This is an optimization exercise on Yosys and OpenROAD, whose aim is small area, a short achievable clock period and few clock cycles, not a production implementation.
Function not checked in this run: the RTL went through the layout flow alone.
Power is estimated from default activity; no workload was simulated.

--- flow/run.sh ---
#!/bin/bash
# Layout flow: the standard ORFS flow (standard.sh), with extra ORFS settings passed
# to make:
#  - the port buffers that buffer_ports puts on every input and output are
#    sky130_fd_sc_hd__buf_1 instead of the cell it picks by default (clkdlybuf4s50_1);
#  - if flow/abc.script exists, Yosys's ABC technology mapping uses it in place of ORFS's
#    abc_speed.script: ORFS's scripts folder is copied here (scripts_local/) with only that
#    file replaced. Synthesis is otherwise ORFS's and the standard flow's own (synth_recipe.tcl);
#    ABC maps only combinational logic, so the registers are the standard synthesis's;
#  - any further make settings listed one per line in flow/extra.txt.
# make's full output goes to flow_make.log here; each ORFS step keeps its own log under
# orfs/logs/.
set -euo pipefail
EXTRA=(
  "BUFFER_PORTS_ARGS=-buffer_cell sky130_fd_sc_hd__buf_1"
)
if [[ -f flow/abc.script ]]; then
  rm -rf scripts_local
  cp -r "$FLOW_HOME/scripts" scripts_local
  cp flow/abc.script scripts_local/abc_speed.script
  EXTRA+=("SCRIPTS_DIR=$PWD/scripts_local")
fi
if [[ -f flow/extra.txt ]]; then
  while IFS= read -r line; do
    [[ -n "$line" ]] && EXTRA+=("$line")
  done < flow/extra.txt
fi
bash standard.sh "${EXTRA[@]}" finish > flow_make.log 2>&1
--- standard.sh ---
#!/bin/bash
# synth_recipe.tcl (not shown) runs the flow's synth.tcl, then flattens the netlist and writes it again
# the make line also repeats each setting of config.mk as NAME=value (left out here)
make -C /OpenROAD-flow-scripts/flow DESIGN_CONFIG=/design/flow/config.mk WORK_HOME=/design/flow/orfs CLKGATE_MAP_FILE= SYNTH_SCRIPT=/design/flow/synth_recipe.tcl "${@:-finish}"
--- config.mk ---
export PLATFORM = sky130hd
export DESIGN_NAME = css_descramble
export DESIGN_NICKNAME = css_descramble
export VERILOG_FILES = /design/flow/design.v
export SDC_FILE = /design/flow/constraint.sdc
export NUM_CORES = 4
export LEC_CHECK = 0
export CAP_MARGIN = 20
export CORE_MARGIN = 2
export CORE_UTILIZATION = 70
export CTS_BUF_LIST = sky130_fd_sc_hd__clkbuf_8
export PLACE_DENSITY = 0.85
export SETUP_SLACK_MARGIN = 3.4
export SLEW_MARGIN = 20
--- constraint.sdc ---
create_clock -name core_clock -period 6.0 [get_ports {clk}]
set_input_delay 1.2000 -clock core_clock [delete_from_list [all_inputs] [get_ports {clk}]]
set_output_delay 1.2000 -clock core_clock [all_outputs]
set_load 0.01 [all_outputs]
--- design.v ---
module css_t1 (
    input  wire [7:0] a,
    output wire [7:0] t1
);
    wire a01 = a[0] & a[1];
    wire u   = a01 ^ a[3];
    wire v   = (a[4] & a[5]) ^ a[6];
    wire w   = a01 ^ a[2];
    wire z   = (a[4] | a[5]) ^ a[7];
    assign t1[0] = ~u;
    assign t1[1] = ~v;
    assign t1[2] = a[5] ^ (u | v);
    assign t1[3] = a[1] ^ (u | v);
    assign t1[4] = ~w;
    assign t1[5] = ~z;
    assign t1[6] = a[0] ^ (w | z);
    assign t1[7] = a[4] ^ (w & z);
endmodule
module css_descramble (
    input  wire        clk,
    input  wire        rst,          
    input  wire        in_valid,
    output wire        in_ready,
    input  wire [31:0] in_data,
    input  wire [39:0] in_key,       
    input  wire [7:0]  in_cmi,
    output wire        out_valid,
    input  wire        out_ready,
    output wire [31:0] out_data
);
    reg  [31:0] obuf;
    reg         ov;
    reg  [8:0]  wcnt;           
    reg         gate;           
    reg  [16:0] l1;             
    reg  [39:0] ssum;           
    reg         carry;
    reg  [7:0]  o0c;            
    reg  [2:0]  o0f;            
    function [7:0] rev8(input [7:0] b);
        integer k;
        begin
            for (k = 0; k < 8; k = k + 1) rev8[k] = b[7-k];
        end
    endfunction
    function [31:0] lfsr1_word(input [31:0] w);
        reg [63:0] st;          
        integer j, i, q;
        begin
            for (j = 0; j < 4; j = j + 1)
                for (i = 0; i < 8; i = i + 1)
                    st[8*j + 7 - i] = w[8*j + i];
            for (q = 32; q < 64; q = q + 1)
                st[q] = st[q-17] ^ st[q-3];
            for (j = 0; j < 4; j = j + 1)
                for (i = 0; i < 8; i = i + 1)
                    lfsr1_word[8*j + i] = st[32 + 8*j + 7 - i];
        end
    endfunction
    function [10:0] o0_of(input [23:0] x);
        reg [24:0] l;
        reg [7:0]  k;
        begin
            l = {x[23:3], 1'b1, x[2:0]};
            k = l[24:17] ^ l[21:14] ^ l[20:13] ^ {l[12:8], 3'd0};
            o0_of = {k ^ {5'd0, k[7:5]}, k[2:0] ^ l[7:5]};
        end
    endfunction
    wire take = in_valid && in_ready;
    wire [7:0] b0 = in_data[7:0], b1 = in_data[15:8];
    wire [31:0] o1n;
    wire x0 = l1[0] ^ l1[11];
    wire x1 = l1[8] ^ l1[10];
    wire x2 = l1[7] ^ l1[9];
    wire x3 = l1[6] ^ x0;
    wire x4 = l1[5] ^ x1;
    wire x5 = l1[4] ^ x2;
    wire x6 = l1[3] ^ x3;
    wire x7 = l1[2] ^ x4;
    wire x8 = l1[1] ^ x5;
    wire x9 = l1[16] ^ x6;
    wire x10 = l1[15] ^ x7;
    wire x11 = l1[14] ^ x8;
    wire x12 = l1[3] ^ l1[6];
    wire x13 = x0 ^ x12;
    wire x14 = l1[16] ^ x13;
    wire x15 = l1[13] ^ x14;
    wire x16 = l1[2] ^ l1[5];
    wire x17 = x16 ^ x1;
    wire x18 = l1[15] ^ x17;
    wire x19 = l1[12] ^ x18;
    wire x20 = l1[1] ^ l1[4];
    wire x21 = x20 ^ x2;
    wire x22 = l1[14] ^ x21;
    wire x23 = l1[11] ^ x22;
    wire x24 = l1[0] ^ x22;
    wire x25 = l1[13] ^ l1[16];
    wire x26 = x12 ^ x25;
    wire x27 = x0 ^ x26;
    wire x28 = l1[10] ^ x27;
    wire x29 = l1[12] ^ l1[15];
    wire x30 = x1 ^ x29;
    wire x31 = x16 ^ x30;
    wire x32 = l1[9] ^ x31;
    wire x33 = l1[8] ^ x27;
    wire x34 = l1[7] ^ x31;
    wire x35 = l1[11] ^ l1[14];
    wire x36 = x2 ^ x35;
    wire x37 = x20 ^ x36;
    wire x38 = l1[6] ^ x37;
    wire x39 = l1[0] ^ l1[14];
    wire x40 = x39 ^ x21;
    wire x41 = l1[3] ^ x40;
    wire x42 = l1[3] ^ l1[10];
    wire x43 = x42 ^ x25;
    wire x44 = x3 ^ x43;
    wire x45 = l1[5] ^ x44;
    wire x46 = l1[9] ^ x16;
    wire x47 = x46 ^ x30;
    wire x48 = l1[4] ^ x47;
    wire x49 = l1[3] ^ l1[8];
    wire x50 = x49 ^ x25;
    wire x51 = x3 ^ x50;
    wire x52 = l1[2] ^ x51;
    wire x53 = l1[7] ^ x16;
    wire x54 = x53 ^ x30;
    wire x55 = l1[1] ^ x54;
    wire x56 = l1[6] ^ x20;
    wire x57 = x56 ^ x36;
    wire x58 = l1[16] ^ x57;
    wire x59 = l1[3] ^ x39;
    wire x60 = x59 ^ x21;
    wire x61 = l1[13] ^ x60;
    wire x62 = l1[5] ^ l1[10];
    wire x63 = x62 ^ x25;
    wire x64 = x13 ^ x63;
    wire x65 = l1[15] ^ x64;
    wire x66 = l1[4] ^ l1[9];
    wire x67 = x16 ^ x66;
    wire x68 = x67 ^ x30;
    wire x69 = l1[14] ^ x68;
    wire x70 = l1[2] ^ l1[6];
    wire x71 = x0 ^ x70;
    wire x72 = x71 ^ x50;
    wire x73 = l1[12] ^ x72;
    wire x74 = l1[1] ^ l1[7];
    wire x75 = x74 ^ x16;
    wire x76 = x75 ^ x30;
    wire x77 = l1[11] ^ x76;
    assign o1n[7] = x0;
    assign o1n[6] = x1;
    assign o1n[5] = x2;
    assign o1n[4] = x3;
    assign o1n[3] = x4;
    assign o1n[2] = x5;
    assign o1n[1] = x13;
    assign o1n[0] = x17;
    assign o1n[15] = x21;
    assign o1n[14] = x14;
    assign o1n[13] = x18;
    assign o1n[12] = x22;
    assign o1n[11] = x27;
    assign o1n[10] = x31;
    assign o1n[9] = x37;
    assign o1n[8] = x44;
    assign o1n[23] = x47;
    assign o1n[22] = x40;
    assign o1n[21] = x51;
    assign o1n[20] = x54;
    assign o1n[19] = x57;
    assign o1n[18] = x64;
    assign o1n[17] = x68;
    assign o1n[16] = x60;
    assign o1n[31] = x72;
    assign o1n[30] = x76;
    assign o1n[29] = x58;
    assign o1n[28] = x65;
    assign o1n[27] = x69;
    assign o1n[26] = x61;
    assign o1n[25] = x73;
    assign o1n[24] = x77;
    wire [7:0]  a0  = rev8({o0c[7:3], o0f});
    wire [7:0]  a1  = rev8(o0c);
    wire [8:0]  sn0 = {1'b0, a0} + {1'b0, ~rev8(o1n[7:0])};
    wire [8:0]  sn1 = {1'b0, a1} + {1'b0, ~rev8(o1n[15:8])};
    wire [8:0]  sn2 = {1'b0, a1} + {1'b0, ~rev8(o1n[23:16])};
    wire [8:0]  sn3 = {1'b0, a1} + {1'b0, ~rev8(o1n[31:24])};
    wire        pn0 = &sn0[7:0];
    wire        pn1 = &sn1[7:0];
    wire        pn2 = &sn2[7:0];
    wire        pn3 = &sn3[7:0];
    wire [3:0] bc;              
    wire [31:0] ks;
    wire [3:0] bg = {ssum[38], ssum[28], ssum[18], ssum[8]};    
    wire [3:0] bp = {ssum[39], ssum[29], ssum[19], ssum[9]};    
    assign bc[0] = carry;
    assign bc[1] = bg[0] | (bp[0] & carry);
    assign bc[2] = bg[1] | (bp[1] & bg[0]) | (bp[1] & bp[0] & carry);
    assign bc[3] = bg[2] | (bp[2] & bg[1]) | (bp[2] & bp[1] & bg[0]) | (bp[2] & bp[1] & bp[0] & carry);
    wire carry_next = bg[3] | (bp[3] & bc[3]);
    genvar j;
    generate
        for (j = 0; j < 4; j = j + 1) begin : g_ks
            wire [7:0] sj = ssum[10*j +: 8];
            assign ks[8*j +: 8] = sj ^ ({sj[6:0] & {sj[5:0], 1'b1} & {sj[4:0], 2'b11} & {sj[3:0], 3'b111}
                                         & {sj[2:0], 4'hF} & {sj[1:0], 5'h1F} & {sj[0], 6'h3F}, 1'b1}
                                        & {8{bc[j]}});
        end
    endgenerate
    wire [31:0] t1w;
    css_t1 u_t10 (.a(in_data[7:0]),   .t1(t1w[7:0]));
    css_t1 u_t11 (.a(in_data[15:8]),  .t1(t1w[15:8]));
    css_t1 u_t12 (.a(in_data[23:16]), .t1(t1w[23:16]));
    css_t1 u_t13 (.a(in_data[31:24]), .t1(t1w[31:24]));
    wire scr = gate && wcnt[8:5] != 4'd0;      
    always @(posedge clk) begin
        if (rst) begin
            ov   <= 1'b0;
            wcnt <= 9'd0;
        end else begin
            if (take) begin
                ov   <= 1'b1;
                wcnt <= wcnt + 9'd1;
            end else if (out_ready) begin
                ov   <= 1'b0;
            end
        end
        if (take) begin
            obuf <= scr ? (t1w ^ ks) : in_data;
            if (wcnt == 9'd5)
                gate <= b0[5:4] != 2'b00;
            if (wcnt == 9'd21) begin
                gate  <= gate && in_cmi[7] && in_key != 40'd0;
                l1  <= {in_key[7:0] ^ b0, in_key[14:8] ^ b1[6:0], 1'b1, in_key[15] ^ b1[7]};
                o0c <= in_data[31:24];
            end
            if (wcnt == 9'd22)
                {o0c, o0f} <= o0_of(in_key[39:16] ^ {b0, o0c, ssum[7:0]});
            if (wcnt >= 9'd31)
                l1 <= {o1n[31:16], o1n[8]};
            ssum  <= {pn3, sn3, pn2, sn2, pn1, sn1, pn0, sn0[8],
                      wcnt == 9'd21 ? in_data[23:16] : sn0[7:0]};
            carry <= wcnt[8:5] != 4'd0 && carry_next;
            if (wcnt == 9'd31)
                o0f <= o0c[2:0];
        end
    end
    assign in_ready  = out_ready;
    assign out_valid = ov;
    assign out_data  = obuf;
endmodule
==> results.sh <==
export IMPL_status="no timing/DRC/antenna violations"
export IMPL_yosysWarnings=1
export IMPL_seq_power_share_pct=53.3
export IMPL_syn_to_final_growth_pct=22.5
export IMPL_synthTopCellsByCount="xnor2_1, edfxtp_1, nand2_1, xor2_1, a21oi_1"
export IMPL_setup_worst_path_start_class="register"
export IMPL_crit_chain="xor2_2, buf_6, xnor2_4, xor2_2, xor2_2, fa_2, a21o_1, a21oi_2, o21bai_1, a21oi_2, xnor2_1, and3_1, nand3b_1, mux2i_1"
export IMPL_drv_cap=0
export IMPL_peakVddDrop_v=0.000182
export IMPL_synthFlopType="edfxtp_1"
export IMPL_fin_crit_sh_pct=56.3
export IMPL_hpwl_um=16300
export IMPL_cts_max_level=3
export IMPL_seq_area_frac_synth_pct=40.3
export IMPL_synth_seq_cells=112
export IMPL_rsz0062_at_grt="true"
export IMPL_placedCellCount=1015
export IMPL_netlist_instances=794
export IMPL_holdBufCountCts=0
export IMPL_finClkSkew_ps=16.5
export IMPL_fin_crit_ps=3380
export IMPL_syn_avg_cell_area_um2=10.2
export IMPL_synth_top_area_share_pct=37.8
export IMPL_place_gp_congestion=0.968
export IMPL_drt_total_wl_um=24900
export IMPL_numCtsBuffers=9
export IMPL_via_per_inst=6.36
export IMPL_clk_pin_slew_worst_paths_ps=110
export IMPL_worstPathRequired_ps=6220
export IMPL_clock_sinks=112
export IMPL_critPathKind="reg2reg"
export IMPL_relSlewSlack_pct=55.3
export IMPL_arrival_ps=3600
export IMPL_synth_edff_count=102
export IMPL_end_kind="register"
export IMPL_synth_most_common_cell="xnor2_1"
export IMPL_synth_cell_area_um2=8100
export IMPL_p_sw_share_pct=29.8
export IMPL_fin_cells=1098
export IMPL_hp_class="reg2reg"
export IMPL_antennaDiodeCount=0
export IMPL_timing_fmax_mhz=296
export IMPL_vias=6988
export IMPL_synth_top_area_cell="edfxtp_1"
export IMPL_coreArea_um2=11400
export IMPL_remaining_drc_errors=0
export IMPL_cts_max_path_buffers=2
export IMPL_nNetsFinal=1064
export IMPL_setup_violations=0
export IMPL_hold_viol_final=0
export IMPL_power_density_nw_per_um2=167
export IMPL_p_leak_nw=3.72
export IMPL_initial_core_util_pct=71.2
export IMPL_p_switching_mw=0.493
export IMPL_grt_overflow_total=0
export IMPL_clock_power_share_pct=26.8
export IMPL_critical_path_slowest_cell="edfxtp_1"
export IMPL_cpPeakStageDelay_ps=460
export IMPL_clkLatencyLatePin_ps=410
export IMPL_io_buffers=110
export IMPL_grt_pass1_wl_um=36300
export IMPL_worstMarginPinSlew_ps=670
export IMPL_power_mw=1.65
export IMPL_yosysUniqueCellTypes=57
export IMPL_power_internal_mw=1.16
export IMPL_grt_pass1_vias=6754
export IMPL_std_cell_rows=39
export IMPL_die_area_um2=12400
export IMPL_dr_first_iter_drc_count=879
export IMPL_die_w_um=112
export IMPL_slew_violations=0
export IMPL_combPwrFrac_pct=19.9
export IMPL_tns_ps=0
export IMPL_grt_max_degree=83
export IMPL_wl_per_cell_um=22.7
export IMPL_fin_util_pct=87.3
export IMPL_cts_tree="built"
export IMPL_fp_dieH_um=112
export IMPL_first_pass_iters=6
export IMPL_grt_util_all_layers_pct=38.3
export IMPL_root_buffer="clkbuf_8"
export IMPL_netlist_top_cells_area="edfxtp_1, xnor2_1, xor2_1"
export IMPL_cpMostUsedCell="xor2_2"
export IMPL_drive_gt1_share_pct=21.6
export IMPL_antenna_left=0
export IMPL_antenna_found_initial=1
export IMPL_syn_num_nets=908
export IMPL_ios=118
export IMPL_ys_async_sr_fraction_pct=0
export IMPL_cp_max_fo=2
-- power groups by stage --
stage | Sequential, mW | Clock [mW] | Combinational [mW]
6_report | 0.882 | 0.443 | 0.329
5_1_grt | 0.884 | 0.465 | 0.346
4_1_cts | 0.882 | 0.433 | 0.306
3_5_place_dp | 0.900 | 0 | 0.299
3_3_place_gp | 0.899 | 0 | 0.287
2_1_floorplan | 0.903 | 0 | 0.196
-- final timing paths --
kind | from | endpoint | slack, ps | depth (start not counted)
max | l1[11] | ssum[19] | 2620 | 14
min | ov | ov | 490 | 2
max reg2reg | l1[11] | ssum[19] | 2620 | 14
min reg2reg | ov | ov | 490 | 2
-- area by class of cell --
class | count | area, µm²
clock inverters | 7 | 53.8
fillers | 560 | 1450
multi-input cells | 629 | 5200
inverters | 20 | 101
well taps | 143 | 179
repair buffers | 178 | 1000
flip-flops and latches | 112 | 3260
clock buffers | 9 | 124
-- per-layer routing --
| metal | GRT usage, % | vias to the layer above | wire length (µm) |
|---|---|---|---|
| li1 | - | 3056 | - |
| met1 | 47.9 | 3327 | 8910 |
| met2 | 64.4 | 476 | 12000 |
| met3 | 6.80 | 129 | 2480 |
| met4 | 19.3 | 0 | 1570 |
| met5 | 0 | - | 0 |
-- stage by stage --
| stage | hold WS, ps | cell area [µm²] | setup slack [ps] |
|---|---|---|---|
| after floorplan | 480 | 8260 | 2730 |
| after global routing | 526 | 9920 | 2500 |
| after CTS | 512 | 9530 | 2770 |
| after detailed placement | 491 | 8690 | 2110 |
| final | 494 | 9920 | 2620 |
| after global placement | 457 | 8690 | 2230 |
-- worst max-delay path, delay by kind of cell, from the launching register on --
kind	cells	cell delay, ps
AO/OA/AOI/OAI	4	660
XOR/XNOR	5	900
adder cells (fa/ha/maj)	1	360
flip-flops	1	460
AND/OR/NAND/NOR	2	390
multiplexers	1	260
buffers and inverters	1	140
-- repair_timing --
action / CTS / global route
pin swaps: 40 / 42
gates resized for setup: 54 / 48
setup endpoints to repair: 69 / 71
setup buffers: 44 / 23
-- cells in the final DEF, fill, tap and decap left out, types with 5 or more instances in the layout --
cell        n
dfxtp_1    10
a21oi_1    53
mux2_2      9
nor2_1     54
nor3_1      5
buf_6      11
clkbuf_2    6
edfxtp_1  102
xor2_1     57
o21ai_0    36
xnor2_1   136
nand4_1     8
clkbuf_8    9
nand3_1     9
xnor2_4    12
inv_1      18
a21o_1     10
buf_1      99
buf_4      57
nor4_1     10
and3_1     12
nand2_1    63
xnor2_2    20
ha_1       24
a21oi_2    10
xor2_2     10
maj3_2      5
-- state kept, by name, summed over array words and instances, names as in the netlist --
register	cells
ssum	40
obuf	32
l1	17
wcnt	9
o0c	8
o0f	3
carry	1
gate	1
ov	1
-- kinds of logic after synthesis --
logic type / after synthesis / synth area share, %
flops: 112 / 40.3
simple gates: 197 / 11.4
buf+inv: 53 / 3.00
mux: 13 / 1.75
compound gates: 142 / 10.0
xor+xnor: 241 / 27.9
fa+ha+maj: 36 / 5.61

## re-timing with driven ports
Ports are ideal in the flow. The routed layout listed here was re-timed in OpenROAD.
Step 1 assumes that a clkbuf_16 drives the clock port and a buf_2 every other input.
Step 2 moves the port delays by t, midway between the first and last clock arrival at a register: inputs arrive t later, outputs are due t later. That takes back most of the time a late clock gives input paths.
Three values: no drivers, after step 1, after step 2; two values: the first two.
t (ns): 0.443
setup slack, ns: 2.623 / 2.623 / 2.623
hold slack, ns: 0.494 / 0.494 / 0.494
latest minus earliest clock arrival (ns): 0.017 / 0.017
pins driven straight from the clock port: 1
After both steps this run still meets setup and hold. For this run, drivers alone change the setup slack by 0.000 ns; drivers and shift together by 0.000 ns.
